This is an optimization exercise on Yosys and OpenROAD, whose aim is small area, a short achievable clock period and few clock cycles, not a production implementation. RTL that was checked went through simulation tests only; none was proved equivalent to the original. No activity file was given, so power comes from the tool's default toggle rates.

## fsq_table_engine
module fsq_table_engine (
    input  wire        clk,
    input  wire        rst,
    input  wire        cmd_valid,
    output wire        cmd_ready,
    input  wire [3:0]  cmd_op,
    input  wire [7:0]  cmd_a,
    input  wire [7:0]  cmd_b,
    output wire        rsp_valid,
    output wire [3:0]  rsp_err,
    output wire [2:0]  rsp_sub,
    output wire [7:0]  rsp_arg,
    output wire [16:0] rsp_result,
    output wire        rsp_tv,
    output wire [2:0]  rsp_k,
    output wire [2:0]  rsp_b
);
For scale: about 520 flip-flops.
export LEC_CHECK = 0
export CAP_MARGIN = 0
export CORE_MARGIN = 2
export CORE_UTILIZATION = 50
export CTS_CLUSTER_DIAMETER = 100
export CTS_CLUSTER_SIZE = 25
export PLACE_DENSITY = 0.6
export SLEW_MARGIN = 0
create_clock -name core_clock -period 10.0 [get_ports {clk}]
standard.sh (not shown) runs the stock make flow with config.mk's settings and CLKGATE_MAP_FILE= SYNTH_SCRIPT=/design/flow/synth_recipe.tcl, a recipe that flattens the netlist after the stock synthesis.
==> flow/flow/run.sh <==
#!/bin/bash
set -euo pipefail
bash standard.sh synth > flow_synth.log 2>&1
bash standard.sh SETUP_SLACK_MARGIN=6.95 SKIP_GATE_CLONING=1 finish > flow_finish.log 2>&1
The first run passed the timing, DRC and antenna checks.
Change:
--- a/flow/design.v
+++ b/flow/design.v
@@ -217,73 +217,70 @@
     wire [3:0] f_hi  = use1 ? i1_hi : i2_hi;
     wire [3:0] f_lo  = use1 ? i1_lo : i2_lo;
     wire [7:0] fin_i = k2 ? {4'd0, f_hi[1:0], f_lo[1:0]} : k1 ? 8'd0 : {f_hi, f_lo};
     wire b_pass = n_sq && !hi_f && !dup_f && pad_mem && klen == {alen, 1'b0};
     wire b_fast = fast_ok && !kdup;
     assign b_done = (bst == B_FIRST && !(b_pass && !b_fast)) ||
                     (bst == B_CHK && !dup_a && !dup_b) || bst == B_FIN2 || bst == B_ERR;
     wire q_ok  = tv && !c_age && !c_bge;
     reg        n_v;
     reg [3:0]  n_err;
     reg [2:0]  n_sub;
     reg [7:0]  n_arg;
+    reg [11:0] n_res;      
     always @* begin
-        n_v = 1'b0; n_err = 4'd0; n_sub = 3'd0; n_arg = 8'd0;
+        n_v = 1'b0; n_err = 4'd0; n_sub = 3'd0; n_arg = 8'd0; n_res = 12'd0;
         if (e_cmd) begin
             n_v = 1'b1;
             if (is_apush && alen[4]) begin n_err = 4'd3; n_sub = 3'd5; n_arg = 8'd16; end
             if (is_kpush && klen[5]) begin n_err = 4'd4; n_sub = 3'd1; n_arg = 8'd32; end
             if (is_ill) begin n_err = 4'd1; n_sub = 3'd1; end
             if (is_encb || is_decb || is_unpack || is_pack) begin
                 if (!tv) n_err = 4'd2;
                 else if (!is_pack && c_age) begin n_err = 4'd6; n_sub = 3'd1; n_arg = c_a; end
                 else if ((is_encb || is_decb) && c_bge) begin n_err = 4'd6; n_sub = 3'd2; n_arg = c_b; end
             end
+            if (is_encb && q_ok) n_res = {1'b1, enc_o1, 3'd0, enc_o2};
+            if (is_decb && q_ok) n_res = {1'b1, dec_o1, 3'd0, dec_o2};
+            if (is_unpack && tv && !c_age) n_res = {1'b1, 4'd0, alpha_f[7*c_au +: 7]};
+            if (is_pack && tv && k_res) n_res = {1'b1, 4'd0, 3'd0, cam_code};
         end else if (e_bld) begin
             n_v = b_done;
             if (bst == B_FIRST) begin
                 if (alen == 5'd0)                 begin n_err = 4'd3; n_sub = 3'd1; end
                 else if (!n_sq)                   begin n_err = 4'd3; n_sub = 3'd2; n_arg = {3'd0, alen}; end
                 else if (hi_f)                    begin n_err = 4'd3; n_sub = 3'd3; n_arg = {4'd0, hi_i}; end
                 else if (dup_f)                   begin n_err = 4'd3; n_sub = 3'd4; n_arg = {4'd0, dup_i}; end
                 else if (!pad_mem)                begin n_err = 4'd5; n_sub = 3'd1; n_arg = pad; end
                 else if (klen != {alen, 1'b0})    begin n_err = 4'd4; n_sub = 3'd2; n_arg = {2'd0, klen}; end
             end
             if (bst == B_ERR)  begin n_err = 4'd4; n_sub = 3'd3; n_arg = {3'd0, sdi - 5'd1}; end
             if (bst == B_FIN2) begin n_err = 4'd4; n_sub = 3'd4; n_arg = fin_i; end
         end
     end
-    wire sel_enc  = e_cmd && is_encb && q_ok;
-    wire sel_dec  = e_cmd && is_decb && q_ok;
-    wire sel_unp  = e_cmd && is_unpack && tv && !c_age;
-    wire sel_pack = e_cmd && is_pack && tv && !c_a[7];
-    wire [11:0] q_res = ({12{sel_enc}} & {1'b1, enc_o1, 3'd0, enc_o2}) |
-                        ({12{sel_dec}} & {1'b1, dec_o1, 3'd0, dec_o2}) |
-                        ({12{sel_unp}} & {1'b1, 4'd0, alpha_f[7*c_au +: 7]}) |
-                        ({12{sel_pack}} & {cam_hit, 4'd0, 3'd0, cam_code});
     reg        r_v;
     reg [3:0]  r_err;
     reg [2:0]  r_sub;
     reg [7:0]  r_arg;
-    reg [11:0] r_res;      
+    reg [11:0] r_res;
     assign rsp_valid  = r_v;
     assign rsp_err    = r_err;
     assign rsp_sub    = r_sub;
     assign rsp_arg    = r_arg;
     assign rsp_result = {r_res[11], 4'd0, r_res[10:7], 1'b0, r_res[6:0]};
     assign rsp_tv     = tv_o;
     assign rsp_k      = r_k;
     assign rsp_b      = r_b;
     always @(posedge clk) begin
-        r_err <= n_err; r_sub <= n_sub; r_arg <= n_arg; r_res <= q_res;
+        r_err <= n_err; r_sub <= n_sub; r_arg <= n_arg; r_res <= n_res;
         if (rst) r_v <= 1'b0; else r_v <= n_v;
     end
     wire build_ok = e_bld && ((bst == B_FIRST && b_pass && b_fast) ||
                               (bst == B_CHK && !dup_a && !dup_b));
     wire tv_clr   = (e_cmd && (is_clear || is_setpad || (is_apush && !alen[4]) || (is_kpush && !klen[5]))) ||
                     (e_bld && bst == B_FIRST);
     wire tv_n = !rst_q && (build_ok || (tv && !tv_clr));
     wire tv_r = tv_n && n_v;
     always @(posedge clk) begin
         tv   <= tv_n;
         tv_o <= tv_r;
         r_k  <= tv_r ? {k4, k3 | k2, alen[0]} : 3'd0;
Effect: The new run completed with no timing, DRC or antenna violations; fmax is lower by 0.36%; synthesized cell count shrinks by 3.7%; cell count decreases by 4.4%; synthesized area stays flat; clock-buffer cell count fell by 4; worst setup slack loses 0.011 ns.
Testbench counts after the change, summed over its fixed seeds: cycles 14,700.
For the first run of this note, only the layout was checked, not whether the RTL still works.

========
== trial 89 ==
Another version of the RTL of fsq_table_engine (not shown whole).
Size in the first run: about 520 flip-flops, roughly 64 I/O pins.
export LEC_CHECK = 0
export CAP_MARGIN = 20
export CORE_MARGIN = 2
export CORE_UTILIZATION = 45
export CTS_CLUSTER_DIAMETER = 100
export CTS_CLUSTER_SIZE = 25
export PLACE_DENSITY = 0.7
export SLEW_MARGIN = 20
create_clock -name core_clock -period 10.0 [get_ports {clk}]
==> flow/flow/run.sh <==
#!/bin/bash
set -euo pipefail
bash standard.sh synth > flow_synth.log 2>&1
bash standard.sh SETUP_SLACK_MARGIN=7.0 finish > flow_finish.log 2>&1
Input changes introduced in trial 10 (baseline for comparison: trial 89):
--- a/flow/design.v
+++ b/flow/design.v
@@ -90,15 +90,12 @@
     reg        dup_a, dup_b;
     reg [3:0]  min_da;                   
     reg [1:0]  sr, sc;
     reg        rst_q;
     always @(posedge clk) rst_q <= rst;
     reg       rdy;                       
-    reg       pf;                        
-    wire      pred_fast;                 
-    wire      hold = e_bld && !pf;       
     reg       e_cmd;                     
     reg       e_bld;                     
     reg [3:0] c_op;
     reg [7:0] c_a;                       
     reg [7:0] c_b;
     reg [3:0] c_ad;                      
@@ -119,31 +116,29 @@
         begin
             ge_n = (|v[7:4]) || (f3 && v[3] && (|v[2:0])) || (f2 && |v[3:2]) || (f1 && |v[3:0]);
         end
     endfunction
     always @(posedge clk) begin
         c_op <= cmd_op; c_b <= cmd_b;
-        c_a  <= hold ? prt : cmd_a;
-        if (!hold) c_ad <= cmd_a[3:0];
+        c_a  <= e_bld ? prt : cmd_a;
+        if (!e_bld) c_ad <= cmd_a[3:0];
         if (cmd_op == OP_UNPACK) c_au <= cmd_a[3:0];
         c_sa <= i_sa;
-        c_sb <= hold ? scan_next : i_sb;
+        c_sb <= e_bld ? scan_next : i_sb;
         c_age <= ge_n(cmd_a, k4, k3, k2, k1);
         c_bge <= ge_n(cmd_b, k4, k3, k2, k1);
         if (rst) begin
-            rdy <= 1'b1; e_cmd <= 1'b0; e_bld <= 1'b0; pf <= 1'b0;
-        end else if (!hold) begin
+            rdy <= 1'b1; e_cmd <= 1'b0; e_bld <= 1'b0;
+        end else if (!e_bld) begin
             e_cmd <= cmd_valid && !i_bld;
             e_bld <= i_bld;
-            pf    <= i_bld && pred_fast;
-            rdy   <= !i_bld || pred_fast;
+            rdy <= !i_bld;
         end else begin
             e_cmd <= 1'b0;
             e_bld <= !b_done;
-            pf    <= 1'b0;
-            rdy   <= b_done;
+            rdy <= b_done;
         end
     end
     wire is_clear  = c_op == OP_CLEAR;
     wire is_apush  = c_op == OP_APUSH;
     wire is_kpush  = c_op == OP_KPUSH;
     wire is_setpad = c_op == OP_SETPAD;
@@ -221,13 +216,12 @@
     wire       use1  = dup_a && (min_da[3:2] == 2'd0 || !dup_b);
     wire [3:0] f_hi  = use1 ? i1_hi : i2_hi;
     wire [3:0] f_lo  = use1 ? i1_lo : i2_lo;
     wire [7:0] fin_i = k2 ? {4'd0, f_hi[1:0], f_lo[1:0]} : k1 ? 8'd0 : {f_hi, f_lo};
     wire b_pass = n_sq && !hi_f && !dup_f && pad_mem && klen == {alen, 1'b0};
     wire b_fast = fast_ok && !kdup;
-    assign pred_fast = b_fast && !(e_cmd && (is_kpush || is_apush));
     assign b_done = (bst == B_FIRST && !(b_pass && !b_fast)) ||
                     (bst == B_CHK && !dup_a && !dup_b) || bst == B_FIN2 || bst == B_ERR;
     wire q_ok  = tv && !c_age && !c_bge;
     reg        n_v;
     reg [3:0]  n_err;
     reg [2:0]  n_sub;
@@ -296,13 +290,13 @@
         for (i = 0; i < 32; i = i + 1)
             if ((kp_we || sc_we) && w_idx == i) kslot_f[8*i +: 8] <= k_data;
     end
     always @(posedge clk) begin
         if (rst_q) begin
             alen <= 5'd0; klen <= 6'd0; pad <= 8'h20; pad_mem <= 1'b0;
-            hi_f <= 1'b0; dup_f <= 1'b0; bst <= B_FIRST; fast_ok <= 1'b0; kdup <= 1'b0;
+            hi_f <= 1'b0; dup_f <= 1'b0; bst <= B_FIRST;
         end else if (e_cmd) begin
             if (is_clear) begin
                 alen <= 5'd0; klen <= 6'd0; pad <= 8'h20; pad_mem <= 1'b0;
                 hi_f <= 1'b0; dup_f <= 1'b0;
             end
             if (is_apush && !alen[4]) begin
Results
Across trial 10 and trial 89, none had a timing, DRC or antenna violation. Area added between synthesis and finish (trial 10 over trial 89): decrease, 1.6 points. Trial 10 against trial 89: layout buffering overhead excluding clock cells decreased by 0.65 points relative to the old numbers; clock power share decreased by 0.2 points relative to the old numbers; highest fanout seen on the critical path decreased by 33 relative to the old numbers; worst setup slack increased by 150 ps relative to the old numbers. Summary of trial 10 over trial 89: power share of the combinational group +1.4 points; final critical-path share of the clock period decreased 1.5 points; average footprint of a synthesized cell +about 1.4%; sequential share of layout area climbed 0.80 points. flip-flop to flip-flop as the critical path class was reported by trial 89, and flip-flop to output port by trial 10. | fraction of synthesized area in multiplexers | trial 10 vs trial 89 | 0.18 points lower |. Wire length of the first global-routing pass for trial 10: 2.7% up relative to trial 89. Going from trial 89 to trial 10, the area after synthesis was found to have gone down by about 0.56%. Against trial 89, trial 10 reports a global-route track usage on met3 that is higher. The total area of sequential cells on trial 89 is in line with that on trial 10.
Testbench counts of trial 10, summed over its fixed seeds: cycles 14,700.
The RTL of trial 89 was laid out without a check of its function.

[static timing again, ports no longer ideal]
The results above use ideal ports. As a check the final layouts listed here were re-extracted and re-timed, cells and wires unchanged.
Step 1 assumes that a clkbuf_16 drives the clock port and a buf_2 every other input.
Step 2 adds t to the input delays and takes it off the output delays; t is the mean of the earliest and latest rising clock arrival at the registers after step 1. Input paths then give back, and output paths get back, about the clock's delay inside the block.
Slacks: ideal ports / drivers / drivers and shift; pairs: ideal ports / drivers.
| run | t, ns | setup WS [ns] | worst setup path at the end |
|---|---|---|---|
| the first run of note 1 | 0.671 | 6.867 / 6.806 / 6.333 | input to register |
| the second run of note 1 | 0.663 | 6.856 / 6.793 / 6.378 | input to register |
| trial 89 | 0.671 | 6.722 / 6.722 / 6.313 | input to register |
| trial 10 | 0.666 | 6.867 / 6.809 / 6.343 | input to register |
After both steps setup and hold are still met in every run listed. The setup slack of the first run of note 1, which loses most, moves by -0.061 ns with the drivers and by -0.534 ns with both steps.
